What follows belongs to an exercise in optimizing a design on an open flow for small area, a short achievable clock period and few clock cycles; a production flow would make more cautious choices. RTL that was checked went through simulation tests only; none was proved equivalent to the original. The RTL of runs 4 and 5 was laid out without a check of its function. Power figures rest on the tool's default switching activity, not on a simulated workload.

## flow/config.mk

```make
export PLATFORM = sky130hd
export DESIGN_NAME = alpide_decoder
export DESIGN_NICKNAME = alpide_decoder
export VERILOG_FILES = /design/flow/design.v
export SDC_FILE = /design/flow/constraint.sdc
export NUM_CORES = 4
export LEC_CHECK = 0
export CAP_MARGIN = 20
export CORE_MARGIN = 2
export CORE_UTILIZATION = 60
export CTS_BUF_LIST = sky130_fd_sc_hd__clkbuf_4 sky130_fd_sc_hd__clkbuf_8
export CTS_CLUSTER_DIAMETER = 100
export CTS_CLUSTER_SIZE = 40
export SLEW_MARGIN = 20
```

## flow/constraint.sdc

```tcl
create_clock -name core_clock -period 8.0 [get_ports {clk}]
set_input_delay 1.6000 -clock core_clock [delete_from_list [all_inputs] [get_ports {clk}]]
set_output_delay 1.6000 -clock core_clock [all_outputs]
set_load 0.01 [all_outputs]
```

## flow/design.v

```verilog
module alpide_decoder (
    input  wire        clk,
    input  wire        rst,
    input  wire        in_valid,
    output wire        in_ready,
    input  wire [1:0]  in_kind,
    input  wire [7:0]  in_data,
    output wire        out_valid,
    input  wire        out_ready,
    output wire        out_is_result,
    output wire [3:0]  hit_chip,
    output wire [5:0]  hit_region,
    output wire [9:0]  hit_dcol,
    output wire [10:0] hit_addr,
    output wire [3:0]  hit_flag,
    output wire        hit_prev_stuck,
    output wire [9:0]  hit_row,
    output wire [10:0] hit_col,
    output wire [2:0]  res_code,
    output wire        res_corrupt,
    output wire [2:0]  res_cause,
    output wire [15:0] res_pc,
    output wire [7:0]  res_byte,
    output wire [1:0]  res_remain,
    output wire [3:0]  st_chip,
    output wire [5:0]  st_region,
    output wire [3:0]  st_flags,
    output wire        st_new_event,
    output wire [3:0]  st_word_kind
);
    localparam [3:0] CHIP_ID_NONE = 4'd15;
    localparam [5:0] REGION_NONE  = 6'd32;
    localparam [3:0] K_IDLE     = 4'd0;
    localparam [3:0] K_BUSYON   = 4'd1;
    localparam [3:0] K_BUSYOFF  = 4'd2;
    localparam [3:0] K_EMPTY    = 4'd3;
    localparam [3:0] K_CHIPHDR  = 4'd4;
    localparam [3:0] K_CHIPTRL  = 4'd5;
    localparam [3:0] K_REGION   = 4'd6;
    localparam [3:0] K_DSHORT   = 4'd7;
    localparam [3:0] K_DLONG    = 4'd8;
    localparam [3:0] K_UNKNOWN  = 4'd9;
    localparam [2:0] R_SUCCESS    = 3'd0;
    localparam [2:0] R_FRAMING    = 3'd1;
    localparam [2:0] R_UNKNOWN    = 3'd2;
    localparam [2:0] R_INCOMPLETE = 3'd3;
    localparam [2:0] R_NOSTART    = 3'd4;
    localparam [2:0] R_TRUNCATED  = 3'd5;
    localparam [2:0] ST_WORD  = 3'd0;   
    localparam [2:0] ST_B2    = 3'd1;   
    localparam [2:0] ST_B3    = 3'd2;   
    localparam [2:0] ST_SKIP  = 3'd3;   
    localparam [2:0] ST_DRAIN = 3'd4;   
    reg  [2:0]  state;
    reg         in_rdy;
    reg  [3:0]  s_chip;
    reg  [5:0]  s_region;
    reg  [3:0]  s_flags;
    reg         s_new_event;
    reg  [3:0]  s_word_kind;
    reg         l_started;
    reg         l_finished;
    reg  [15:0] pc;           
    reg         pc_fresh;     
    reg  [7:0]  w_b0;         
    reg  [7:0]  w_b1;         
    reg         pend;         
    reg         res_wait;     
    reg  [2:0]  r_code;       
    reg         o_valid;
    reg         o_res;
    reg  [3:0]  e_chip;
    reg  [5:0]  e_region;
    reg  [3:0]  e_enc;
    reg  [10:0] o_addr;       
    reg  [2:0]  o_fl;         
    reg  [6:0]  e_map;        
    reg         last_valid;
    reg         corrupt;
    function [3:0] classify;
        input [7:0] b;
        begin
            if (b == 8'hFF)                  classify = K_IDLE;
            else if (b == 8'hF1)             classify = K_BUSYON;
            else if (b == 8'hF0)             classify = K_BUSYOFF;
            else if ((b & 8'hF0) == 8'hA0)   classify = K_CHIPHDR;
            else if ((b & 8'hF0) == 8'hB0)   classify = K_CHIPTRL;
            else if ((b & 8'hF0) == 8'hE0)   classify = K_EMPTY;
            else if ((b & 8'hE0) == 8'hC0)   classify = K_REGION;
            else if ((b & 8'hC0) == 8'h40)   classify = K_DSHORT;
            else if ((b & 8'hC0) == 8'h00)   classify = K_DLONG;
            else                             classify = K_UNKNOWN;
        end
    endfunction
    wire [3:0] kind   = classify(in_data);
    wire       pend_long = pend && !w_b0[6];
    wire in_fire   = in_valid && in_rdy;
    wire out_free  = !o_valid || out_ready;
    wire res_fire  = o_valid && o_res && out_ready;
    wire hit_fire  = o_valid && !o_res && out_ready;
    wire beat_byte = in_fire && (in_kind == 2'd0);
    wire beat_end  = in_fire && (in_kind == 2'd1);
    wire beat_clr  = in_fire && (in_kind == 2'd2);
    wire map_now   = beat_byte && (state == ST_B3);
    wire        map_busy = (e_map != 7'd0);
    wire [9:0]  b_addr   = {w_b0[1:0], w_b1};
    wire [3:0]  b_enc    = w_b0[5:2];
    wire        b_stuck  = last_valid && !s_new_event &&
                           ({s_region, b_enc} == {e_region, e_enc}) &&
                           ({1'b0, b_addr} <= o_addr);
    reg  [2:0]  x_idx;
    always @(*) begin
        casez (e_map)
            7'b??????1: x_idx = 3'd0;
            7'b?????10: x_idx = 3'd1;
            7'b????100: x_idx = 3'd2;
            7'b???1000: x_idx = 3'd3;
            7'b??10000: x_idx = 3'd4;
            7'b?100000: x_idx = 3'd5;
            default:    x_idx = 3'd6;
        endcase
    end
    wire [10:0] x_addr = o_addr + {8'd0, x_idx} + 11'd1;
    reg  [6:0]  x_map;
    always @(*) begin
        case (x_idx)
            3'd0:    x_map = {1'b0, e_map[6:1]};
            3'd1:    x_map = {2'b0, e_map[6:2]};
            3'd2:    x_map = {3'b0, e_map[6:3]};
            3'd3:    x_map = {4'b0, e_map[6:4]};
            3'd4:    x_map = {5'b0, e_map[6:5]};
            3'd5:    x_map = {6'b0, e_map[6]};
            default: x_map = 7'd0;
        endcase
    end
    wire emit_pend  = out_free && pend && (pend_long || !map_busy);
    wire emit_now   = out_free && map_now && !pend && !map_busy;
    wire emit_base  = emit_pend || emit_now;
    wire emit_extra = out_free && !emit_base && map_busy && !(pend && pend_long);
    wire res_ready  = !pend && !map_busy && !emit_base && !emit_extra;
    wire emit_res   = out_free && res_ready && (res_wait || beat_end);
    wire [2:0]  b_fl = b_stuck ? 3'd5 : s_region[5] ? 3'd3 :
                       (s_chip == CHIP_ID_NONE) ? 3'd1 : 3'd0;
    wire [2:0]  x_fl = x_addr[10] ? 3'd4 : e_region[5] ? 3'd3 :
                       (e_chip == CHIP_ID_NONE) ? 3'd1 : 3'd0;
    reg  [2:0]  state_n;
    reg         pend_n;
    reg  [6:0]  e_map_n;
    reg         o_valid_n;
    reg         o_res_n;
    reg         res_wait_n;
    always @(*) begin
        state_n = state;
        if (res_fire)
            state_n = ST_WORD;
        else if (beat_byte) begin
            case (state)
                ST_WORD: begin
                    case (kind)
                        K_UNKNOWN: state_n = ST_DRAIN;
                        K_EMPTY, K_CHIPHDR: state_n = ST_SKIP;
                        K_CHIPTRL: if (!l_started || l_finished) state_n = ST_DRAIN;
                        K_REGION:  if (!l_started) state_n = ST_DRAIN;
                        K_DSHORT, K_DLONG:
                                   state_n = l_started ? ST_B2 : ST_DRAIN;
                        default: ;
                    endcase
                end
                ST_SKIP: state_n = ST_WORD;
                ST_B2:   state_n = w_b0[6] ? ST_WORD : ST_B3;
                ST_B3:   state_n = ST_WORD;
                default: ;
            endcase
        end
        pend_n = pend;
        if (emit_pend) pend_n = 1'b0;
        if (beat_byte && state == ST_B2 && w_b0[6]) pend_n = 1'b1;
        if (map_now && !emit_now) pend_n = 1'b1;
        e_map_n = e_map;
        if (emit_extra) e_map_n = x_map;
        if (map_now)    e_map_n = in_data[6:0];
        o_valid_n = o_valid && !out_ready;
        o_res_n   = o_res;
        if (emit_base || emit_extra) begin
            o_valid_n = 1'b1; o_res_n = 1'b0;
        end
        if (emit_res) begin
            o_valid_n = 1'b1; o_res_n = 1'b1;
        end
        res_wait_n = (res_wait || beat_end) && !emit_res;
    end
    wire [6:0] e_map_x = emit_extra ? x_map : e_map;
    wire       b3_n    = (state == ST_B2 && beat_byte && !w_b0[6]) ||
                         (state == ST_B3 && !map_now && !res_fire);
    wire rdy_n = !res_wait_n && !(o_valid_n && o_res_n) &&
                 !(pend_n && (o_valid_n || (w_b0[6] && e_map_x != 7'd0))) &&
                 !(b3_n && e_map_x != 7'd0);
    wire [1:0] w_len = w_b0[7] ? ((w_b0[5:4] == 2'b10) ? 2'd2 : 2'd1)
                               : (w_b0[6] ? 2'd2 : 2'd3);
    always @(posedge clk) begin
        if (rst) begin
            state       <= ST_WORD;
            in_rdy      <= 1'b1;
            s_chip      <= CHIP_ID_NONE;
            s_region    <= REGION_NONE;
            s_flags     <= 4'd0;
            s_new_event <= 1'b1;
            l_started   <= 1'b0;
            l_finished  <= 1'b0;
            pc_fresh    <= 1'b1;
            pend        <= 1'b0;
            res_wait    <= 1'b0;
            o_valid     <= 1'b0;
            o_res       <= 1'b0;
            e_map       <= 7'd0;
            last_valid  <= 1'b0;
            corrupt     <= 1'b0;
        end else begin
            state     <= state_n;
            in_rdy    <= rdy_n;
            pend      <= pend_n;
            e_map     <= e_map_n;
            o_valid   <= o_valid_n;
            o_res     <= o_res_n;
            res_wait  <= res_wait_n;
            if (beat_byte && state == ST_WORD) begin
                pc       <= pc_fresh ? 16'd0 : pc + {14'd0, w_len};
                pc_fresh <= 1'b0;
            end
            if (emit_base) begin
                e_chip      <= s_chip;
                e_region    <= s_region;
                e_enc       <= b_enc;
                o_addr      <= {1'b0, b_addr};
                o_fl        <= b_fl;
                last_valid  <= 1'b1;
                s_new_event <= 1'b0;
            end
            if (emit_extra) begin
                o_addr  <= x_addr;
                o_fl    <= x_fl;
            end
            if (hit_fire && o_fl != 3'd0)
                corrupt <= 1'b1;
            if (res_fire) begin
                l_started  <= 1'b0;
                l_finished <= 1'b0;
                s_region   <= REGION_NONE;
                s_chip     <= CHIP_ID_NONE;
                s_flags    <= 4'd0;
                pc_fresh   <= 1'b1;
                corrupt    <= 1'b0;
            end
            if (beat_clr)
                last_valid <= 1'b0;
            if (beat_end) begin
                if (state == ST_B2 || state == ST_B3)
                    r_code <= R_TRUNCATED;
                else if (state != ST_DRAIN) begin
                    if (l_started && !l_finished) r_code <= R_INCOMPLETE;
                    else if (!l_started)          r_code <= R_NOSTART;
                    else                          r_code <= R_SUCCESS;
                end
            end
            if (beat_byte) begin
                case (state)
                    ST_WORD: begin
                        s_word_kind <= kind;
                        w_b0        <= in_data;
                        case (kind)
                            K_UNKNOWN: r_code <= R_UNKNOWN;
                            K_EMPTY: begin
                                l_started  <= 1'b1;
                                l_finished <= 1'b1;
                                s_chip     <= in_data[3:0];
                            end
                            K_CHIPHDR: begin
                                l_started   <= 1'b1;
                                l_finished  <= 1'b0;
                                s_new_event <= 1'b1;
                                s_chip      <= in_data[3:0];
                            end
                            K_CHIPTRL: begin
                                if (!l_started || l_finished)
                                    r_code <= R_FRAMING;
                                else begin
                                    s_flags    <= in_data[3:0];
                                    l_finished <= 1'b1;
                                    s_chip     <= CHIP_ID_NONE;
                                end
                            end
                            K_REGION: begin
                                if (!l_started)
                                    r_code <= R_FRAMING;
                                else begin
                                    s_region    <= {1'b0, in_data[4:0]};
                                    s_new_event <= 1'b0;
                                end
                            end
                            K_DSHORT, K_DLONG:
                                if (!l_started) r_code <= R_FRAMING;
                            default: ;
                        endcase
                    end
                    ST_B2: w_b1 <= in_data;
                    default: ;
                endcase
            end
        end
    end
    assign in_ready       = in_rdy;
    assign out_valid      = o_valid;
    assign out_is_result  = o_res;
    assign hit_chip       = e_chip;
    assign hit_region     = e_region;
    assign hit_dcol       = {e_region, e_enc};
    assign hit_addr       = o_addr;
    assign hit_flag       = {1'b0, o_fl};
    assign hit_prev_stuck = o_fl[2] & o_fl[0];
    assign hit_row        = {o_addr[10:2], ~o_addr[0]};
    assign hit_col        = {e_region, e_enc, o_addr[1] ^ o_addr[0]};
    assign res_code       = r_code;
    assign res_corrupt    = corrupt;
    assign res_cause      = {!w_b0[7], w_b0[7] & (w_b0[6] | l_started),
                             w_b0[7] & (w_b0[6] | !l_started)};
    assign res_pc         = pc;
    assign res_byte       = w_b0;
    assign res_remain     = state[1:0];
    assign st_chip        = s_chip;
    assign st_region      = s_region;
    assign st_flags       = s_flags;
    assign st_new_event   = s_new_event;
    assign st_word_kind   = s_word_kind;
endmodule
```

## flow/flow/run.sh

```bash
#!/bin/bash
# Standard ORFS layout (the standard.sh, unchanged synthesis), except that
# the port buffers that global placement inserts use the small buf_1 cell and
# the timing repair aims at a tighter setup margin.
set -euo pipefail
MARGIN=$(cat flow/margin.txt)
bash standard.sh "BUFFER_PORTS_ARGS=-buffer_cell sky130_fd_sc_hd__buf_1" "SETUP_SLACK_MARGIN=$MARGIN" finish > standard.log 2>&1
```

## flow/flow/margin.txt

```
5.0
```

## flow/standard.sh

```bash
#!/bin/bash
# synth_recipe.tcl (not shown) runs the flow's synth.tcl, then flattens the netlist and writes it again
# the make line also repeats each setting of config.mk as NAME=value (left out here)
make -C /OpenROAD-flow-scripts/flow DESIGN_CONFIG=/design/flow/config.mk WORK_HOME=/design/flow/orfs CLKGATE_MAP_FILE= SYNTH_SCRIPT=/design/flow/synth_recipe.tcl "${@:-finish}"
```

==> summary.txt, run 1 <==
Clock network
Counting along the longest clock path gives a buffer depth of 2. The TritonCTS buffer count is 9. After clock tree synthesis, the clock-pin slew on the worst setup and hold paths is 0.10 ns.

The number of clock sinks seen by CTS is 102. The H-tree generated during clock tree synthesis spans 3 levels. At the later pin of the worst-skew pair, clock insertion delay measures 0.37 ns. After clock tree synthesis, the flow added hold-fix buffers numbering 0. CTS placed an instance of clkbuf_8 at the clock tree root. The TritonCTS clock tree is done.

STA
The final-report hold violation count is 0. The worst max-slew margin expressed relative to the limit is 51.39%. The post-route setup TNS is 0 ns. Static timing analysis puts the maximum clock frequency at 0.3458 GHz.

Of the available clock period, the critical path in the final layout requires 36.15%. The final number of max-transition violations is 0. The post-route clock skew is 0.01279 ns. The pin slew with the least headroom to its limit is 0.7231 ns. Setup repair after global routing left no endpoint under its margin. Setup violations remaining at the end of the flow were counted as 0. The minimum period implied by the final worst setup slack is 2.892 ns. Once routing completed, OpenROAD measured the worst setup slack at 5.108 ns.

Detailed routing
For this run, design rule violations remaining after detail routing come to 0. The detail route stage leaves a number of antenna-violating nets equal to 0. The routed length per placed instance is 17.43 um.

The detail-routed via count per cell is 5.956. For this block, the via count after detailed routing is 4,687. For this run, the detailed router's first-pass iteration total came to 5.

After detailed routing, the total wire length is 13,720 um. After the first detailed-routing iteration, the DRC count stood at 238.

Power and ir drop
The power density over the cells is 154.7 mW/mm^2. Internal power comes to 0.7134 mW. The switching power is 0.2525 mW.

The switching part of the total is 26.14%. The combinational group share of total power is 9.0%. For this design the static power due to leakage is 2.193 nW.

The sequential group share of total power is 60.1%. The share of power burned in the clock network is 30.9%. The maximum vdd drop is 0.08056 mV. The total power of the final layout is 0.9660 mW.

Worst setup path
The critical path is of the in2reg type. The depth of the most critical reg-to-reg path is 11. Data on the critical path is required at its endpoint by 8.09 ns.

The destination of the worst register-to-register timing path is o_addr[8]. The beginning of the worst register-to-register path is e_map[5]. The critical path startpoint category is a primary input.

The worst-path maximum fanout is 11. The worst setup path is captured at a flop. Tracing the worst setup path back leads to its startpoint at in_kind[1].

In this run the register-to-register setup slack is 5.18 ns. The critical path data arrival time is 2.98 ns.

Logic synthesis
The top cell type by area accounts for 36.06% of the synthesized area. The summed instance area of the synthesized netlist is 0.005579 mm^2. Counting flops and latches in the post-synthesis netlist gives 102. The largest area contributor in the synthesized netlist is edfxtp_1. By area the synthesized netlist is led by edfxtp_1 36%, dfxtp_1 13%, buf_4 4.4%, nand2_1 4.0%, a21oi_1 3.6%. In the synthesized netlist the async set-or-reset flop fraction comes to 0%.

Averaged over all synthesized cells, the footprint is 9.537 um^2. The number of nets handed over by synthesis was 616. Synthesis produced 585 cells. After synthesis, flip-flops and latches occupy 48.62% of the total area. In the synthesized netlist the dominant register cell turns out to be edfxtp_1.

In this run, distinct cell masters in the synthesized netlist total 66. The number of flops mapped to enable cells by yosys is 67. The number of warnings issued by yosys is 1.

Final layout
The area growth from synthesis to layout is 11.93%. After the last flow step, the layout net total stands at 702. The total inserted antenna cells is 0.

The share of layout cells above drive strength 1 is 8.580%. Fill cells in the final layout number 773. The utilization after layout is 68.56%.

GRT
Summed over all layers, the global routing overflow is 0. In the global route stage, met2 resource usage came out at 43.93%. The number of antenna violations at the first check in global routing is 0. The first global-routing pass estimated 21,480 um of wire.

The busiest metal layer after global routing is met2. The met3 track demand over resource in global routing is 3.969%. The total global-route track usage is 27.37%. The via count of the first global-routing pass is 4,240.

Entering global routing, the biggest net connects 30 pins. In the global route stage, met1 resource usage came out at 37.79%.

Place
The setup slack at placement is 4.078 ns. The HPWL after detailed placement is 9914 um. The final weighted congestion in routability-driven placement is 0.8559. The count of buffers from port buffering is 124.

Floorplanning
The core region is 0.009109 mm^2. The initial cell density of the core is 61.25%. The horizontal die dimension is 100.4 um. The y dimension of the die is 100.4 um. The die covers 0.01009 mm^2. The floorplan has 35 rows. The count of pins on the block boundary is 126.

Min path
The hold-critical path depth is 2. The class of the tightest hold or removal check is reg2reg. In this run the most critical hold path is launched from s_flags[2].

The endpoint of the worst hold-timing path is s_flags[2].

Flow run
The tool flagged a number of max-cap violations equal to 0.

Status
The run finished with no timing, DRC or antenna violations.
==> stage by stage <==
| stage | area [um^2] | hold slack [ns] | std cells |
|---|---|---|---|
| final | 6245 | 0.4708 | 787 |
| after global routing | 6245 | 0.4996 | 787 |
| after CTS | 6173 | 0.4738 | 784 |
| after detailed placement | 5899 | 0.4594 | 763 |
| after global placement | 5899 | 0.4495 | 763 |
| after floorplan | 5650 | 0.4284 | 585 |
==> sequential cells by signal (all words and copies together), names as in the netlist, 4 cells and up <==
register and cells:
e_chip 4, e_enc 4, e_map 7, e_region 6, o_addr 11, pc 16, s_chip 4, s_flags 4
s_region 6, s_word_kind 4, w_b0 8, w_b1 8
==> worst max-delay path, stage by stage <==
cell	delay, ns
buf_1	0.11
nand4bb_4	0.33
nor3_4	0.43
o31ai_1	0.20
nor2_4	0.15
buf_12	0.15
==> cell families (layout without fill, tap and decap cells) <==
kind of cell	count (synthesis)	in the layout	share of synthesized area [%]
simple gates	218	218	19.44
fa+ha+maj	18	18	4.283
mux	3	3	0.6279
buf+inv	82	173	7.872
xor+xnor	33	33	5.180
compound gates	128	128	13.90
flops	102	102	48.62
other cells	1	1	0.06722
==> layout by cell type, fill, tap and decap left out, drive strengths merged, types with 12 or more instances in the layout <==
cell / Yosys / layout
dfxtp: 35 / 35
nand2: 59 / 59
inv: 24 / 26
nor2: 50 / 50
xor2: 16 / 16
buf: 39 / 131
and3: 12 / 12
nor3: 21 / 21
xnor2: 17 / 17
ha: 15 / 15
edfxtp: 67 / 67
a21oi: 41 / 41
nand3: 26 / 26
o21ai: 44 / 44
==> cell usage after synthesis (all sizes together), types with 2 or more instances <==
cell and number:
a31oi 4, nand3b 2, and3 12, nand2b 8, o21a 3, and2 3, xor2 16, dfxtp 35
a22oi 3, fa 2, o22ai 3, or3 8, and4 3, clkbuf 19, o31ai 2, a21boi 2
inv 24, nor4 7, xnor2 17, o21ai 44, nand3 26, edfxtp 67, a211oi 4, mux2i 2
nor3 21, nor2 50, o211ai 4, nand2 59, nand4 7, a21oi 41, nor2b 7, ha 15
o31a 2, buf 39
==> power by group through the flow <==
stage               Sequential, mW  Clock [mW]  Combinational (mW)
floorplan                    0.591           0              0.0555
finish                       0.580       0.299              0.0869
global placement             0.591           0              0.0780
CTS                          0.580       0.303              0.0837
detailed placement           0.592           0              0.0803
global route                 0.582       0.319              0.0958
==> layout make-up <==
type | count | area (um^2) | area share, %
clock buffer | 9 | 123.9 | 1.984
clock inverter | 7 | 48.80 | 0.7814
inverter | 24 | 90.09 | 1.443
multi-input combinational | 401 | 2539 | 40.65
sequential | 102 | 2714 | 43.46
tap | 111 | 138.9 | 2.224
timing repair buffer | 133 | 590.6 | 9.457
==> repair_timing <==
item	4_1_cts	5_1_grt
pin swaps	3	1
buffers inserted	5	3
setup endpoints to repair	67	49
resized for setup	9	10
==> layer usage <==
metal  vias up  share of wire [%]  routed length, um
li1       2235                  -                  -
met5         -                  0                  0
met3        22                6.3                864
met1      2245                 45               6117
met4         0                1.6                225
met2       185                 47               6512
==> worst max path at each step <==
stage                endpoint  slack, ns  cells past startpoint
global route        o_addr[8]       5.00                     11
global placement    o_addr[8]       4.14                      5
floorplan           e_chip[0]       4.87                      6
detailed placement  o_addr[7]       4.08                      5
finish                o_fl[2]       5.11                      6
CTS                   o_fl[2]       5.00                      5
Testbench counts, summed over its fixed seeds: cycles 102,851.
==> run 2: changes to the inputs <==
--- a/flow/config.mk
+++ b/flow/config.mk
@@ -12,3 +12,4 @@
 export CTS_CLUSTER_DIAMETER = 100
 export CTS_CLUSTER_SIZE = 40
 export SLEW_MARGIN = 20
+export TNS_END_PERCENT = 10
==> summary.txt, run 2 <==
Clock network
The TritonCTS clock tree is done. The tree built by TritonCTS fans out to 102 sinks. In this run the deepest clock path goes through 2 buffers. In this run, CTS created clock tree buffers numbering 9. After clock tree synthesis, the clock-pin slew on the worst setup and hold paths is 0.10 ns. CTS placed an instance of clkbuf_8 at the clock tree root. The H-tree was split into 3 levels. For the worst-skew pair, the clock arrives at the later sink with an insertion delay of 0.37 ns.

Worst setup path
The setup slack of the most critical reg-to-reg path is 5.15 ns. The critical path startpoint category is a flop. The setup path with the least slack is of type reg2out. Data on the critical path is required at its endpoint by 6.40 ns. STA puts the critical path data arrival time at 1.41 ns. The worst-path maximum fanout is 6.

The type of element capturing the critical path is a primary output.

Place
The final weighted congestion in routability-driven placement is 0.9091. Counting tap cells, the placed design contains a total of 764 instances. Input and output buffers added on the ports amount to 124. Once detailed placement completed, the half-perimeter wirelength came to 9899 um.

Final layout
The area occupied by multi-input gates is 0.002501 mm^2. The share of layout cells above drive strength 1 is 6.994%. Across the whole layout, storage elements account for 0.002713 mm^2.

The final layout contains 698 nets. After the flow finishes, the layout carries non-filler instances totaling 783. The largest registers in the layout are pc x16, o_addr x11. The total inserted antenna cells is 0. Fill cells in the final layout number 766. Leaving out fill and tap cells, the most frequent cell in the layout is buf_1. Leaving out fill and tap cells, the most frequent cells in the layout are 119 x buf_1, 67 x edfxtp_1, 58 x nand2_1, 43 x nor2_1, 40 x o21ai_0.

pc holds more flip-flops than any other register. The flip-flop count of the largest register after layout is 16. The area growth from synthesis to layout is 10.47%.

Logic synthesis
The sequential share of the synthesized area is 48.62%. For this run, the number of Yosys warnings is 1. After synthesis, the mean cell area works out to 9.537 um^2. Synthesis instantiated 66 different standard cells from the library. In this run the biggest area consumer among cell types represents 36.06% of the synthesized area. The cell with the most instances after synthesis is edfxtp_1. The number of flops mapped to enable cells by yosys is 67. The most used flip-flop cell after synthesis is edfxtp_1.

The share of synthesized registers carrying an async set or reset is 0%. In the synthesized netlist, the number of instances is 585. The synthesized netlist net count is 616. The synthesized design spends more area on one cell type than any other, namely edfxtp_1. By area the synthesized netlist is led by edfxtp_1 36%, dfxtp_1 13%, buf_4 4.4%, nand2_1 4.0%, a21oi_1 3.6%.

The summed instance area of the synthesized netlist is 0.005579 mm^2. The register bit count reported by yosys is 102. By count the netlist is led by 67 x edfxtp_1, 59 x nand2_1, 50 x nor2_1.

Detailed routing
In this run, the number of DRC markers left after iteration 0 of detailed routing was 309. After detailed routing, the total wire length is 13,700 um. The number of detailed-route iterations in the first pass is 5.

The count of nets left with antenna violations after detail routing is 0. Using the TritonRoute via totals, the vias-per-cell ratio works out to 5.991. After detailed routing, the number of remaining DRC violations is 0. For this block, the via count after detailed routing is 4,691. The routed length per placed instance is 17.50 um.

Power and ir drop
The leakage power figure is 2.172 nW. In this run the power density over the cells is 155.9 mW/mm^2. Across the VDD grid, the largest voltage drop is 0.07546 mV.

STA
Measured against its own limit, the worst slew margin works out to 49.55%. The post-route setup TNS is 0 ns. The final-report hold violation count is 0. The final number of max-transition violations is 0. Derived from the worst setup path, the maximum achievable clock frequency is 0.3317 GHz. The post-route clock skew is 0.01086 ns. Setup repair after global routing could not meet its margin everywhere. The pin slew with the least headroom to its limit is 0.7505 ns. Counting I/O delays and the setup requirement, the final critical path takes 3.015 ns.

The total setup violations reported at the end of the flow is 0. The share of the clock period used by the worst path after layout is 37.69%.

GRT
The first global-routing pass estimated 21,370 um of wire. The total global-route track usage is 27.29%. The leftover overflow at the end of global routing is 0. The via count of the first global-routing pass is 4,123. The maximum number of pins on one net before global-route repair is 30. The number of antenna violations at the first check in global routing was 0.

Floorplanning
Pin placement for this block handled 126 I/O pins. The core region area is 0.009109 mm^2. The initial cell density of the core is 61.25%. From left edge to right edge, the die measures 100.4 um. In this run the vertical extent of the chip is 100.4 um. The area of the die is 0.01009 mm^2. Row generation in the floorplan step produced 35 rows.

Status
The run finished with no timing, DRC or antenna violations.

Flow run
The number of max-cap violations is 0.

Min path
The class of the tightest hold or removal check is reg2reg.
-- run 2: cell counts after synthesis --
Identical to the previous run, type by type.
-- run 2: final timing paths --
kind,startpoint,endpoint,depth (start not counted)
setup / recovery,w_b0[6],res_cause[0],3
hold / removal,s_flags[2],s_flags[2],2
setup reg to reg,e_map[5],o_addr[8],11
hold reg to reg,s_flags[2],s_flags[2],2
-- run 2: cells by family (layout without fill, tap and decap cells) --
logic type | after synthesis | after routing | share of synthesized area [%]
AND/OR/NAND/NOR | 218 | 218 | 19.44
buffers and inverters | 82 | 169 | 7.872
other | 1 | 1 | 0.06722
multiplexers | 3 | 3 | 0.6279
flip-flops | 102 | 102 | 48.62
adder cells (fa/ha/maj) | 18 | 18 | 4.283
XOR/XNOR | 33 | 33 | 5.180
AO/OA/AOI/OAI | 128 | 128 | 13.90
-- run 2: layer usage --
metal	routed length, um	up-vias	part of all wire [%]	global-route usage [%]
li1	-	2229	-	-
met4	228	0	1.7	9.589
met1	5979	2215	44	38.62
met2	6442	223	47	43.57
met5	0	-	0	0
met3	1051	24	7.7	3.412
-- run 2: final cells by class --
type / instances / area share (%)
repair buffers: 129 / 8.871
inverters: 24 / 1.462
flip-flops and latches: 102 / 44.01
clock inverters: 7 / 0.8120
clock buffers: 9 / 2.010
multi-input cells: 401 / 40.58
well taps: 111 / 2.253
-- run 2: what timing repair did --
action / CTS / global route
endpoints found under the hold margin: 0 / 0
hold buffers: 0 / 0
buffers inserted: 1 / 2
pin swaps: 1 / 2
setup endpoints to repair: 49 / 80
gates resized for setup: 3 / 8
-- run 2: power by group --
group / total (mW) / switching [mW] / internal, mW / leakage (nW)
clock network: 0.297 / 0.184 / 0.114 / 0.0849
registers: 0.580 / 0.0109 / 0.569 / 0.906
logic: 0.0832 / 0.0548 / 0.0284 / 1.18
-- run 2: worst max-delay path, cell delays in order, from the launching register on --
cell	delay, ns
edfxtp_1	0.56
inv_2	0.15
a21oi_1	0.18
buf_1	0.17
-- run 2: per-stage QoR --
stage,power [mW],worst slack (ns),hold WS (ns),utilization [%],cell area (um^2)
final,0.9606,4.985,0.4712,67.66,6163
after global routing,0.9912,4.908,0.4939,67.66,6163
after CTS,0.9599,4.928,0.4757,67.02,6105
after detailed placement,0.6713,4.472,0.4612,64.79,5902
after global placement,0.6693,4.532,0.4532,64.79,5902
after floorplan,0.6458,4.871,0.4284,-,5642
==> run 3: changes to the inputs <==
==> flow/config.mk (replaced) <==
export PLATFORM = sky130hd
export DESIGN_NAME = alpide_decoder
export DESIGN_NICKNAME = alpide_decoder
export VERILOG_FILES = /design/flow/design.v
export SDC_FILE = /design/flow/constraint.sdc
export NUM_CORES = 4
export LEC_CHECK = 0
export CAP_MARGIN = 0
export CORE_MARGIN = 2
export CORE_UTILIZATION = 60
export CTS_BUF_LIST = sky130_fd_sc_hd__clkbuf_4 sky130_fd_sc_hd__clkbuf_8
export CTS_CLUSTER_DIAMETER = 100
export CTS_CLUSTER_SIZE = 40
export SLEW_MARGIN = 0
==> summary.txt, run 3 <==
Logic synthesis
edfxtp_1 takes more of the synthesized area than any other cell. The share of synthesized area in the top cell type comes to 36.06%. The fraction of the mapped netlist area in compound gates is 13.90%. The post-synthesis cell type count is 66. The adder-cell share of the synthesized area is 4.283%. For this run, the register share of the synthesized area comes to 48.62%. Multiplexer cells account for 0.6279% of the synthesized area. The cell with the most instances after synthesis is edfxtp_1.

The number of nets handed over by synthesis was 616. The parity-gate share of the synthesized area counting xor and xnor cells is 5.181%. In the synthesized netlist, the number of instances is 585. The mapped netlist covers 0.005579 mm^2. Ranked by instance count, the synthesized netlist is headed by 67 x edfxtp_1, 59 x nand2_1, 50 x nor2_1. The most common flop cell mapped by yosys is edfxtp_1. The share of synthesized registers carrying an async set or reset is 0%. By area, the combinational part of the netlist is dominated by simple AND/OR/NAND/NOR gates.

By area the synthesized netlist is led by edfxtp_1 36%, dfxtp_1 13%, buf_4 4.4%, nand2_1 4.0%, a21oi_1 3.6%. The number of warnings issued by yosys is 1. Yosys mapped a number of flops with a built-in enable equal to 67. The synthesized area per cell is 9.537 um^2. The register bit count reported by yosys is 102. The synthesized netlist devotes 19.44% of its cell area to simple gates.

STA
The final-report hold violation count came to 0. The total setup violations reported at the end of the flow is 0. The share of the clock period used by the worst path after layout is 36.15%.

The post-route clock skew is 0.01279 ns. After routing, the total negative slack on setup checks comes to 0 ns. The post-route worst setup slack is 5.108 ns. After layout, the minimum clock period comes to 2.892 ns. The fmax is 0.3458 GHz. The final number of max-transition violations came to 0. The worst max-slew margin expressed relative to the limit is 51.39%. Setup repair after global routing left no endpoint under its margin. The pin slew with the least headroom to its limit is 0.7231 ns. The worst hold slack after final layout is 0.4708 ns.

Floorplanning
The area of the die is 0.01009 mm^2. The placement row count is 35. The count of pins on the block boundary is 126. The y dimension of the die is 100.4 um. In this run the horizontal extent of the chip is 100.4 um. After floorplanning, the core was sized to cover 0.009109 mm^2. For this configuration, the core starts out at a cell density of 61.25%.

Clock network
For this design, the sink count on the clock tree is 102. The TritonCTS clock tree is done. Clock-pin slew was measured on the worst setup and hold paths at 0.10 ns. The tree is rooted in a clkbuf_8. The clock passes through at most 2 buffers. In this run, post-CTS hold repair placed 0 buffers. CTS built an H-tree with a depth of 3. The insertion delay of the later-clocked pin in the worst-skew pair is 0.37 ns. In this run, CTS created clock tree buffers numbering 9.

Place
The congestion estimate from routability-driven global placement came to 0.8559. The number of instances in the placed design is 763. The HPWL after detailed placement is 9914 um.

The count of buffers from port buffering is 124. Before CTS, the worst setup slack after placement is 4.078 ns. The total placed instance area is 0.005899 mm^2.

Final layout
The total inserted antenna cells is 0. The flip-flop count of the largest register after layout is 16. The largest registers in the layout are pc x16, o_addr x11. The utilization after layout is 68.56%. The largest register by flop count is pc. The most common cell after layout, fill and taps aside is buf_1. The final design instance area without fill is 0.006245 mm^2. The top cell types in the final layout, fill and taps aside, are 118 x buf_1, 67 x edfxtp_1, 57 x nand2_1, 43 x nor2_1, 40 x o21ai_0.

From synthesis to final layout, the design area changed by 11.93%. Cells with a size suffix above 1 make up 8.580% of the layout. The net count of the finished layout is 702.

The non-filler instance count after layout is 787.

GRT
The via count of the first global-routing pass is 4,240. The number of antenna violations at the first check in global routing came to 0. The leftover overflow at the end of global routing is 0. The global-route wire length before repair is 21,480 um.

The maximum number of pins on one net before global-route repair is 30. Global routing used 27.37% of the available tracks across all layers.

Worst setup path
Of all nets on the critical path, the largest fanout is 11. For the worst setup path, the data required time is 8.09 ns. The destination of the worst register-to-register timing path is o_addr[8].

The type of element capturing the critical path is a flop. In this run the register-to-register setup slack is 5.18 ns. The worst setup path is of the in2reg kind. STA classifies the critical path startpoint as a primary input. For the worst setup path, the data arrival time is 2.98 ns. The depth of the most critical reg-to-reg path is 11.

The beginning of the worst register-to-register path is e_map[5].

Detailed routing
The overall routed net length is 13,720 um. For this run, design rule violations remaining after detail routing come to 0. The count of nets left with antenna violations after detail routing is 0. The routed length per placed instance is 17.43 um. The overall via count from detail_route is 4,687. The detailed router's first-iteration violation count is 238. The first detailed-routing pass ran for 5 iterations. The detail-routed via count per cell is 5.956.

Status
The run finished with no timing, DRC or antenna violations.

Power and ir drop
Across the VDD grid, the largest voltage drop is 0.08056 mV. The leakage power figure is 2.193 nW. The completed layout was analyzed and its total power is 0.9660 mW. The power density over the cells is 154.7 mW/mm^2.

Min path
The endpoint of the worst hold-timing path is s_flags[2]. The source of the worst hold timing path is s_flags[2]. Counting instances, the worst hold path has a depth of 2.

In this run the worst hold path is classified as reg2reg.

Flow run
Across the run, the number of max-cap violations was 0.
-- run 3: routing by layer --
metal | vias to the layer above | global-route usage, % | share of wire (%)
met2 | 185 | 43.93 | 47
met5 | - | 0 | 0
met1 | 2245 | 37.79 | 45
li1 | 2235 | - | -
met4 | 0 | 10.54 | 1.6
met3 | 22 | 3.969 | 6.3
-- run 3: logic make-up after synthesis --
group | after synthesis
flip-flops | 102
buffers and inverters | 82
AO/OA/AOI/OAI | 128
XOR/XNOR | 33
other | 1
adder cells (fa/ha/maj) | 18
multiplexers | 3
AND/OR/NAND/NOR | 218
-- run 3: area by class of cell --
class / instances / area (um^2)
fillers: 773 / 2864
flip-flops and latches: 102 / 2714
multi-input cells: 401 / 2539
repair buffers: 133 / 590.6
well taps: 111 / 138.9
clock buffers: 9 / 123.9
inverters: 24 / 90.09
clock inverters: 7 / 48.80
-- run 3: how the worst max path moves through the flow --
stage / start / endpoint / slack [ns] / depth (start not counted)
6_report: in_kind[1] / o_fl[2] / 5.11 / 6
3_5_place_dp: in_kind[1] / o_addr[7] / 4.08 / 5
2_1_floorplan: in_kind[1] / e_chip[0] / 4.87 / 6
4_1_cts: in_kind[1] / o_fl[2] / 5.00 / 5
5_1_grt: e_map[5] / o_addr[8] / 5.00 / 11
3_3_place_gp: in_kind[1] / o_addr[8] / 4.14 / 5
-- run 3: where the power goes --
group	switching [mW]	leakage [nW]	total (mW)	internal, mW
combinational	0.0565	1.21	0.0869	0.0304
sequential	0.0113	0.906	0.580	0.569
clock	0.185	0.0797	0.299	0.114
total	0.253	2.19	0.966	0.713
-- run 3: timing repair --
action | CTS | global route
endpoints found under the setup margin | 67 | 49
pin swaps | 3 | 1
gates resized for setup | 9 | 10
buffers inserted | 5 | 3
-- run 3: worst max-delay path, stage by stage --
cell and delay, ns:
buf_1 0.11, nand4bb_4 0.33, nor3_4 0.43, o31ai_1 0.20, nor2_4 0.15, buf_12 0.15
==> run 4: changes to the inputs <==
--- a/flow/design.v
+++ b/flow/design.v
@@ -67,13 +67,16 @@
     reg         pend;         
     reg         res_wait;     
     reg  [2:0]  r_code;       
+    reg  [2:0]  r_cause;      
     reg         o_valid;
     reg         o_res;
     reg  [3:0]  e_chip;
     reg  [5:0]  e_region;
     reg  [3:0]  e_enc;
     reg  [10:0] o_addr;       
+    reg         o_stuck;
     reg  [2:0]  o_fl;         
+    reg         o_col0;       
     reg  [6:0]  e_map;        
     reg         last_valid;
     reg         corrupt;
@@ -232,13 +235,17 @@
                 e_region    <= s_region;
                 e_enc       <= b_enc;
                 o_addr      <= {1'b0, b_addr};
+                o_stuck     <= b_stuck;
                 o_fl        <= b_fl;
+                o_col0      <= b_addr[1] ^ b_addr[0];
                 last_valid  <= 1'b1;
                 s_new_event <= 1'b0;
             end
             if (emit_extra) begin
                 o_addr  <= x_addr;
+                o_stuck <= 1'b0;
                 o_fl    <= x_fl;
+                o_col0  <= x_addr[1] ^ x_addr[0];
             end
             if (hit_fire && o_fl != 3'd0)
                 corrupt <= 1'b1;
@@ -281,24 +288,29 @@
                                 s_chip      <= in_data[3:0];
                             end
                             K_CHIPTRL: begin
-                                if (!l_started || l_finished)
-                                    r_code <= R_FRAMING;
-                                else begin
+                                if (!l_started || l_finished) begin
+                                    r_code  <= R_FRAMING;
+                                    r_cause <= l_started ? 3'd2 : 3'd1;
+                                end else begin
                                     s_flags    <= in_data[3:0];
                                     l_finished <= 1'b1;
                                     s_chip     <= CHIP_ID_NONE;
                                 end
                             end
                             K_REGION: begin
-                                if (!l_started)
-                                    r_code <= R_FRAMING;
-                                else begin
+                                if (!l_started) begin
+                                    r_code  <= R_FRAMING;
+                                    r_cause <= 3'd3;
+                                end else begin
                                     s_region    <= {1'b0, in_data[4:0]};
                                     s_new_event <= 1'b0;
                                 end
                             end
                             K_DSHORT, K_DLONG:
-                                if (!l_started) r_code <= R_FRAMING;
+                                if (!l_started) begin
+                                    r_code  <= R_FRAMING;
+                                    r_cause <= 3'd4;
+                                end
                             default: ;
                         endcase
                     end
@@ -316,13 +328,12 @@
     assign hit_dcol       = {e_region, e_enc};
     assign hit_addr       = o_addr;
     assign hit_flag       = {1'b0, o_fl};
-    assign hit_prev_stuck = o_fl[2] & o_fl[0];
+    assign hit_prev_stuck = o_stuck;
     assign hit_row        = {o_addr[10:2], ~o_addr[0]};
-    assign hit_col        = {e_region, e_enc, o_addr[1] ^ o_addr[0]};
+    assign hit_col        = {e_region, e_enc, o_col0};
     assign res_code       = r_code;
     assign res_corrupt    = corrupt;
-    assign res_cause      = {!w_b0[7], w_b0[7] & (w_b0[6] | l_started),
-                             w_b0[7] & (w_b0[6] | !l_started)};
+    assign res_cause      = r_cause;
     assign res_pc         = pc;
     assign res_byte       = w_b0;
     assign res_remain     = state[1:0];
==> flow/flow/margin.txt (replaced) <==
5.3
--- a/flow/config.mk
+++ b/flow/config.mk
@@ -5,10 +5,10 @@
 export SDC_FILE = /design/flow/constraint.sdc
 export NUM_CORES = 4
 export LEC_CHECK = 0
-export CAP_MARGIN = 0
+export CAP_MARGIN = 20
 export CORE_MARGIN = 2
-export CORE_UTILIZATION = 60
+export CORE_UTILIZATION = 40
 export CTS_BUF_LIST = sky130_fd_sc_hd__clkbuf_4 sky130_fd_sc_hd__clkbuf_8
 export CTS_CLUSTER_DIAMETER = 100
 export CTS_CLUSTER_SIZE = 40
-export SLEW_MARGIN = 0
+export SLEW_MARGIN = 20
==> summary.txt, run 4 <==
Status
The flow ran to the end and the layout has no timing, DRC or antenna violations.

Detailed routing
The number of detailed-route iterations in the first pass is 5. Dividing the detail-routed wire length by the instance count gives 17.60 um. In this run, the number of DRC markers left after iteration 0 of detailed routing was 426. The post-route DRC violation count is 0. The overall via count from detail_route is 5,119. The detail-routed via count per cell is 5.481.

The final layout contains routed wiring with a total length of 16,440 um. The count of nets left with antenna violations after detail routing is 0.

STA
The final-report hold violation count is 0. Summed over all failing endpoints, the final setup total negative slack is 0 ns. The worst hold slack after final layout is 0.4922 ns. The total setup violations reported at the end of the flow is 0.

The share of the clock period used by the worst path after layout is 33.94%. The pin slew with the least headroom to its limit is 0.6689 ns. The worst max-slew margin expressed relative to the limit is 55.34%. Setup repair after global routing could not meet its margin everywhere. The fmax is 0.3683 GHz. The clock arrives with 0.01046 ns of skew. The final number of max-transition violations was 0. The post-route worst setup slack is 5.285 ns.

The worst path in the final design needs a cycle of 2.715 ns, including I/O delays and setup.

Place
The congestion estimate from routability-driven global placement came to 0.8946. The HPWL after detailed placement is 11,390 um. At the placement stage, the worst setup path has a slack of 4.366 ns.

Once placement completed, the tool counted placed cells totaling 870. The total placed instance area is 0.006422 mm^2. The count of buffers from port buffering is 124.

Power and ir drop
The total power of the final layout is 1.021 mW. Sequential cells account for 58.8% of the total power. The maximum vdd drop is 0.08538 mV. The internal power component is 0.7734 mW. The power density over the cells is 139.2 mW/mm^2.

In this run the power spent charging and discharging nets is 0.2476 mW. Per report_power, the combinational group accounts for 7.1% of the total. Per report_power, the clock group accounts for 34.1% of the total. The leakage power figure is 2.504 nW. The switching part of the total is 24.25%.

Logic synthesis
The synthesized netlist contains 71 unique library cells. The parity-gate share of the synthesized area counting xor and xnor cells is 5.313%. Yosys instantiated no cell more often than edfxtp_1. In the synthesized netlist the async set-or-reset flop fraction comes to 0%.

In the synthesized netlist, the cells that appear most often are 72 x edfxtp_1, 69 x nand2_1, 55 x nor2_1. For this run, the leading register cell type out of synthesis is edfxtp_1. Sorting the synthesized cells by area gives the leading types as edfxtp_1 36%, dfxtp_1 12%, nand2_1 4.4%, buf_4 4.2%, a21oi_1 4.0%. The area fraction of the dominant cell type after synthesis is 36.43%. The summed instance area of the synthesized netlist is 0.005934 mm^2. The simple logic cell fraction of the synthesized area is 19.80%. The mux share of post-synthesis cell area is 0.3373%. The share of the Yosys chip area taken by registers is 48.24%. The largest area contributor in the synthesized netlist is edfxtp_1. The number of flops mapped to enable cells by yosys is 72.

The synthesized netlist devotes 4.048% of its cell area to adder and majority cells. The synthesized area per cell is 9.603 um^2. The register bit count reported by yosys is 107. The largest family of logic cells by synthesized area is simple AND/OR/NAND/NOR gates. The number of nets handed over by synthesis was 650. The count of mapped cells out of synthesis is 618.

The number of warnings issued by yosys is 1. The fraction of the mapped netlist area in compound gates is 14.55%.

Final layout
The utilization after layout is 50.48%. The area growth from synthesis to layout is 23.63%. The total inserted antenna cells is 0.

The most common cell after layout, fill and taps aside is buf_1. The non-filler instance count after layout is 934. More flip-flops sit in one register than any other, and that register is pc. The net count of the finished layout is 777.

The flip-flop count of the largest register after layout is 16. In the final layout, the registers with the most flip-flops are pc x16, o_addr x11. The top cell types in the final layout, fill and taps aside, are 112 x buf_1, 72 x edfxtp_1, 63 x nand2_1, 47 x a21oi_1, 46 x nor2_1.

The share of layout cells above drive strength 1 is 19.60%. The finished cells cover 0.007337 mm^2.

Clock network
The TritonCTS clock tree is done. At the later pin of the worst-skew pair, clock insertion delay measures 0.38 ns. In this run, CTS created clock tree buffers numbering 9. The number of clock sinks seen by CTS is 107. The H-tree was split into 3 levels. The CTS clock-pin slew for the worst setup and hold paths is 0.10 ns.

The clock root buffer is clkbuf_8. In this run the deepest clock path goes through 2 buffers.

Floorplanning
The placement row count is 44. The y dimension of the die is 125.8 um. The die is 125.8 um wide. The area of the die is 0.01583 mm^2. In this run the standard cell core region covers 0.01453 mm^2. 126 I/O pins were placed. The initial cell density of the core is 40.83%.

Worst setup path
The worst setup path is of the reg2reg kind. Data arrives at the worst endpoint at 2.86 ns. Data on the critical path is required at its endpoint by 8.15 ns. The worst-path maximum fanout is 5. The worst setup path is launched from a flop. STA classifies the critical path endpoint as a flop.

Min path
The class of the tightest hold or removal check is reg2reg.

GRT
Entering global routing, the biggest net connects 29 pins. The number of antenna violations at the first check in global routing is 0. The leftover overflow at the end of global routing is 0. The via count of the first global-routing pass was 4,829.

In the global route stage, overall resource usage came out at 20.05%. The first global-routing pass estimated 25,430 um of wire.

Flow run
The number of max-cap violations is 0.
[run 4: cell count changes after synthesis, sizes merged, moves of 6 or more]
cell	previous run	this run
a21o	1	8
a21oi	41	48
and3	12	2
nand2	59	69
nor2b	7	14
o21ai	44	33
o22ai	3	9
xnor2	17	25
[run 4: logic make-up (layout without fill, tap and decap cells)]
logic type / Yosys count / count (layout)
simple gates: 234 / 234
compound gates: 138 / 138
flops: 107 / 107
buf+inv: 82 / 214
xor+xnor: 36 / 36
fa+ha+maj: 18 / 18
mux: 2 / 2
other cells: 1 / 1
[run 4: power groups by stage]
stage / logic [mW] / registers [mW] / clock network (mW)
finish: 0.0727 / 0.600 / 0.348
global route: 0.0785 / 0.601 / 0.374
CTS: 0.0637 / 0.600 / 0.355
detailed placement: 0.0575 / 0.614 / 0
global placement: 0.0569 / 0.614 / 0
floorplan: 0.0374 / 0.612 / 0
[run 4: final timing paths]
path	startpoint	endpoint	slack, ns	depth (start not counted)
setup reg to reg	e_map[1]	o_fl[0]	5.28	12
setup / recovery	e_map[1]	o_fl[0]	5.28	12
hold reg to reg	s_flags[2]	s_flags[2]	0.49	2
hold / removal	s_flags[2]	s_flags[2]	0.49	2
[run 4: what timing repair did]
| item | in CTS | in global routing |
|---|---|---|
| buffers inserted | 28 | 19 |
| endpoints found under the setup margin | 116 | 110 |
| gates resized for setup | 39 | 46 |
| hold buffers | 0 | 0 |
| cloned | 0 | 1 |
| pin swaps | 15 | 20 |
[run 4: cell type report]
cell class / instances / area (um^2)
clock buffer: 11 / 138.9
clock inverter: 5 / 60.06
fill: 1396 / 7197
inverter: 25 / 97.59
multi-input combinational: 429 / 2960
sequential: 107 / 2884
tap: 184 / 230.2
timing repair buffer: 173 / 965.9
[run 4: per-layer routing]
layer / vias up / wire length (um) / track usage, %
met5: - / 0 / 0
met4: 0 / 252 / 7.240
met3: 19 / 972 / 3.441
met2: 180 / 7848 / 32.66
met1: 2479 / 7363 / 27.06
li1: 2441 / - / -
[run 4: worst max-delay path: stages, from the launching register on]
cell and delay [ns]:
dfxtp_4 0.38, nor4_4 0.32, o21ai_2 0.13, ha_4 0.20, nor3_4 0.14, nor3_2 0.08, fa_2 0.38, a21oi_4 0.21
nor4_4 0.05, and3_4 0.20, xnor2_4 0.15, a31oi_1 0.16, o21ai_1 0.08
==> run 5: changes to the inputs <==
==> flow/flow/margin.txt (replaced) <==
5.0
==> summary.txt, run 5 <==
Clock network
The TritonCTS clock tree is done. CTS saw 107 sinks. The clock root buffer is clkbuf_8.

The maximum clock path buffer count is 2. After clock tree synthesis, the clock-pin slew on the worst setup and hold paths is 0.10 ns. At the later pin of the worst-skew pair, clock insertion delay measures 0.39 ns.

Clock tree synthesis inserted a total of 9 buffers. The H-tree was split into 3 levels.

Final layout
After filler insertion, the fill cell instance count of the layout stands at 1,406. The largest register by flop count is pc. Once layout is complete, the utilization of the core stands at 47.95%. The total area of sequential cells is 0.002877 mm^2. The register with the most flip-flops in the layout has 16 of them. The area growth from synthesis to layout is 17.44%. The net count of the finished layout is 755. The largest registers in the layout are pc x16, o_addr x11. The most common cell after layout, fill and taps aside is buf_1. The top cell types in the final layout, fill and taps aside, are 117 x buf_1, 72 x edfxtp_1, 64 x nand2_1, 48 x nor2_1, 47 x a21oi_1. The number of antenna diodes in the final layout is 0. In the final layout, the multi-input gates occupy 0.002848 mm^2. Cells with a size suffix above 1 make up 12.91% of the layout.

Logic synthesis
When the netlist entered floorplanning its net count stood at 650. After synthesis, the share of flip-flops with an asynchronous set or reset is 0%. The register bit count reported by yosys is 107. The largest family of logic cells by synthesized area is simple AND/OR/NAND/NOR gates.

In this run, distinct cell masters in the synthesized netlist total 71. The count of mapped cells out of synthesis is 618. In the synthesized netlist, mux cells make up 0.3373% of the area. The average instance in the mapped netlist occupies 9.603 um^2.

Sorting the synthesized cells by area gives the leading types as edfxtp_1 36%, dfxtp_1 12%, nand2_1 4.4%, buf_4 4.2%, a21oi_1 4.0%. Of the total synthesized cell area, the portion taken by XOR and XNOR cells is 5.313%. The adder-cell share of the synthesized area is 4.048%. Summing the areas of all compound-gate instances in the mapped netlist gives 14.55% of the synthesized area.

The summed instance area of the synthesized netlist is 0.005934 mm^2. The biggest area contributor in the post-synthesis netlist is edfxtp_1. By count the netlist is led by 72 x edfxtp_1, 69 x nand2_1, 55 x nor2_1. The most common flop cell mapped by yosys is edfxtp_1. The simple logic cell fraction of the synthesized area is 19.80%. The area fraction of the dominant cell type after synthesis is 36.43%. The number of warnings issued by yosys is 1. After synthesis, flip-flops and latches occupy 48.24% of the total area. By instance count, the leading cell after synthesis is edfxtp_1. The synthesized design contains 72 enable-type register cells.

GRT
Global routing used 19.33% of the available tracks. The number of antenna violations at the first check in global routing is 0. The maximum number of pins on one net before global-route repair is 29.

Global routing finished with a remaining overflow of 0. The first global-routing pass estimated 24,330 um of wire. The via count of the first global-routing pass is 4,596.

Detailed routing
The overall via count from detail_route is 5,039. The post-route DRC violation count is 0. The detail-routed via count per cell is 5.525. The count of nets left with antenna violations after detail routing is 0. The detailed router's first-iteration violation count is 504. The first TritonRoute pass finished after 5 iterations. For this block, the routed nets add up to 15,990 um of wire. The routed length per placed instance is 17.53 um.

Worst setup path
STA puts the critical path data required time at 8.15 ns. The worst-path maximum fanout is 7. The critical path data arrival time is 3.14 ns. The type of the setup path with the least slack is reg2reg. The largest single stage delay on the critical path is 0.40 ns.

The type of element capturing the critical path is a flop. STA classifies the critical path startpoint as a flop. The library cell contributing the largest single delay on the critical path is dfxtp_4. The signal on the critical path passes through nor4_4, o21ai_4, ha_4, nand2_4, nand2_2, ha_4, inv_2, fa_2, a21oi_4, nor4_4, and3_4, xnor2_4, a31oi_1, o21ai_1.

STA
After layout, the worst path uses 37.43% of the clock period. The fmax is 0.3340 GHz. The worst max-slew margin expressed relative to the limit is 54.76%. The minimum period implied by the final worst setup slack is 2.994 ns. Summed over all failing endpoints, the final setup total negative slack is 0 ns. The final-report hold violation count is 0. Across the routed clock network, the largest skew measured is 0.01213 ns.

Setup repair after global routing could not meet its margin everywhere. The total setup violations reported at the end of the flow is 0. For the pin with the worst max-slew slack, the measured transition is 0.6749 ns.

The final number of max-transition violations was 0.

Floorplanning
The core region area is 0.01453 mm^2. Measured along the x axis, the die boundary spans 125.8 um. The placement row count is 44. The count of pins on the block boundary is 126.

The die is 125.8 um tall. The die covers 0.01583 mm^2. The initial cell density of the core is 40.83%.

Power and ir drop
The internal power of the cells totals 0.7715 mW. The worst-case IR drop observed on VDD is 0.1008 mV. In this run the power density over the cells is 145.4 mW/mm^2.

For this design the total switching power over the nets is 0.2415 mW. The switching part of the total is 23.84%. In this run the static leakage power is 2.341 nW. The share of power burned in the clock network is 34.7%. Of the total power, combinational logic draws 6.0%. The sequential group share of total power is 59.3%.

Min path
In this run the worst hold path is classified as reg2reg.

Flow run
The number of max-cap violations is 0.

Place
The final weighted congestion in routability-driven placement is 0.8903. Detailed placement finished with a half-perimeter wire length of 11,250 um. The count of buffers from port buffering is 124.

Status
The flow ran to the end and the layout has no timing, DRC or antenna violations.
-- run 5: final timing paths --
path | endpoint | depth (start not counted) | slack (ns) | from
min reg2reg | s_flags[1] | 2 | 0.48 | s_flags[1]
max | o_fl[0] | 14 | 5.01 | e_map[0]
min | s_flags[1] | 2 | 0.48 | s_flags[1]
max reg2reg | o_fl[0] | 14 | 5.01 | e_map[0]
-- run 5: area by class of cell --
class / count / area share, %
clock buffers: 11 / 2.083
clock inverters: 5 / 0.8797
multi-input cells: 429 / 40.86
well taps: 184 / 3.303
inverters: 25 / 1.346
repair buffers: 151 / 10.25
flip-flops and latches: 107 / 41.27
-- run 5: power groups by stage --
stage	clock network [mW]	registers [mW]	logic, mW
after global routing	0.382	0.602	0.0658
after floorplan	0	0.613	0.0368
after detailed placement	0	0.614	0.0574
after CTS	0.365	0.600	0.0584
after global placement	0	0.614	0.0571
final	0.352	0.601	0.0605
-- run 5: worst max-delay path, delay by kind of cell (launching register included) --
family,cells,cell delay [ns]
AOI/OAI and AO/OA,4,0.46
xor gates and xnor gates,1,0.10
adders and majority gates,3,0.62
and+or+nand+nor,5,1.12
DFF,1,0.40
buffers and inverters,1,0.05
-- run 5: stage by stage --
stage,instance area (um^2),instances,power [mW],hold WS [ns],setup slack [ns]
final,6969,912,1.013,0.4755,5.006
after global routing,6969,912,1.049,0.5036,4.862
after CTS,6680,889,1.023,0.4802,5.005
after detailed placement,6385,871,0.6715,0.4662,4.339
after global placement,6385,871,0.6708,0.4581,4.412
after floorplan,6035,618,0.6495,0.4197,4.951
-- run 5: kinds of logic after synthesis --
kind of cell    after synthesis
xor+xnor                     36
buf+inv                      82
fa+ha+maj                    18
mux                           2
other cells                   1
simple gates                234
compound gates              138
flops                       107
-- run 5: routing by layer --
layer | GRT usage [%] | routed length (um)
met4 | 5.688 | 250
met2 | 32.27 | 7752
met5 | 0 | 0
met3 | 3.696 | 983
met1 | 25.71 | 7001
-- run 5: what timing repair did --
| action | CTS | global route |
|---|---|---|
| pin swaps | 3 | 12 |
| hold buffers | 0 | 0 |
| cloned | 0 | 0 |
| gates resized for setup | 18 | 24 |
| setup buffers | 2 | 23 |
| setup endpoints to repair | 37 | 46 |

-- port drivers added, routing unchanged --
The results above use ideal ports. As a check the final layouts listed here were re-extracted and re-timed, cells and wires unchanged. Step 1: set_driving_cell puts a clkbuf_16 on clk and a buf_2 on each other input, an assumption about the parent block. Step 2, shift: input delay + t, output delay - t, t = (earliest + latest rising clock arrival at the registers) / 2. This alone moves slack from input paths to output paths. Three values: ideal, step 1, step 2; two values: the first two.
run	t, ns	slack for setup (ns)	worst setup path after step 2	worst slew at a driven data input, ns	pins driven straight from the clock port
run 1	0.392	5.108 / 5.113 / 4.730	input to register	0.05	1
run 2	0.397	4.985 / 4.952 / 4.625	input to register	0.04	1
run 3	0.392	5.108 / 5.113 / 4.730	input to register	0.05	1
run 4	0.415	5.285 / 5.285 / 4.889	input to register	0.04	1
run 5	0.417	5.006 / 5.006 / 4.649	input to register	0.04	1
After both steps setup and hold are still met in every run listed. The setup slack of run 4, which loses most, moves by 0.000 ns with the drivers and by -0.396 ns with both steps.
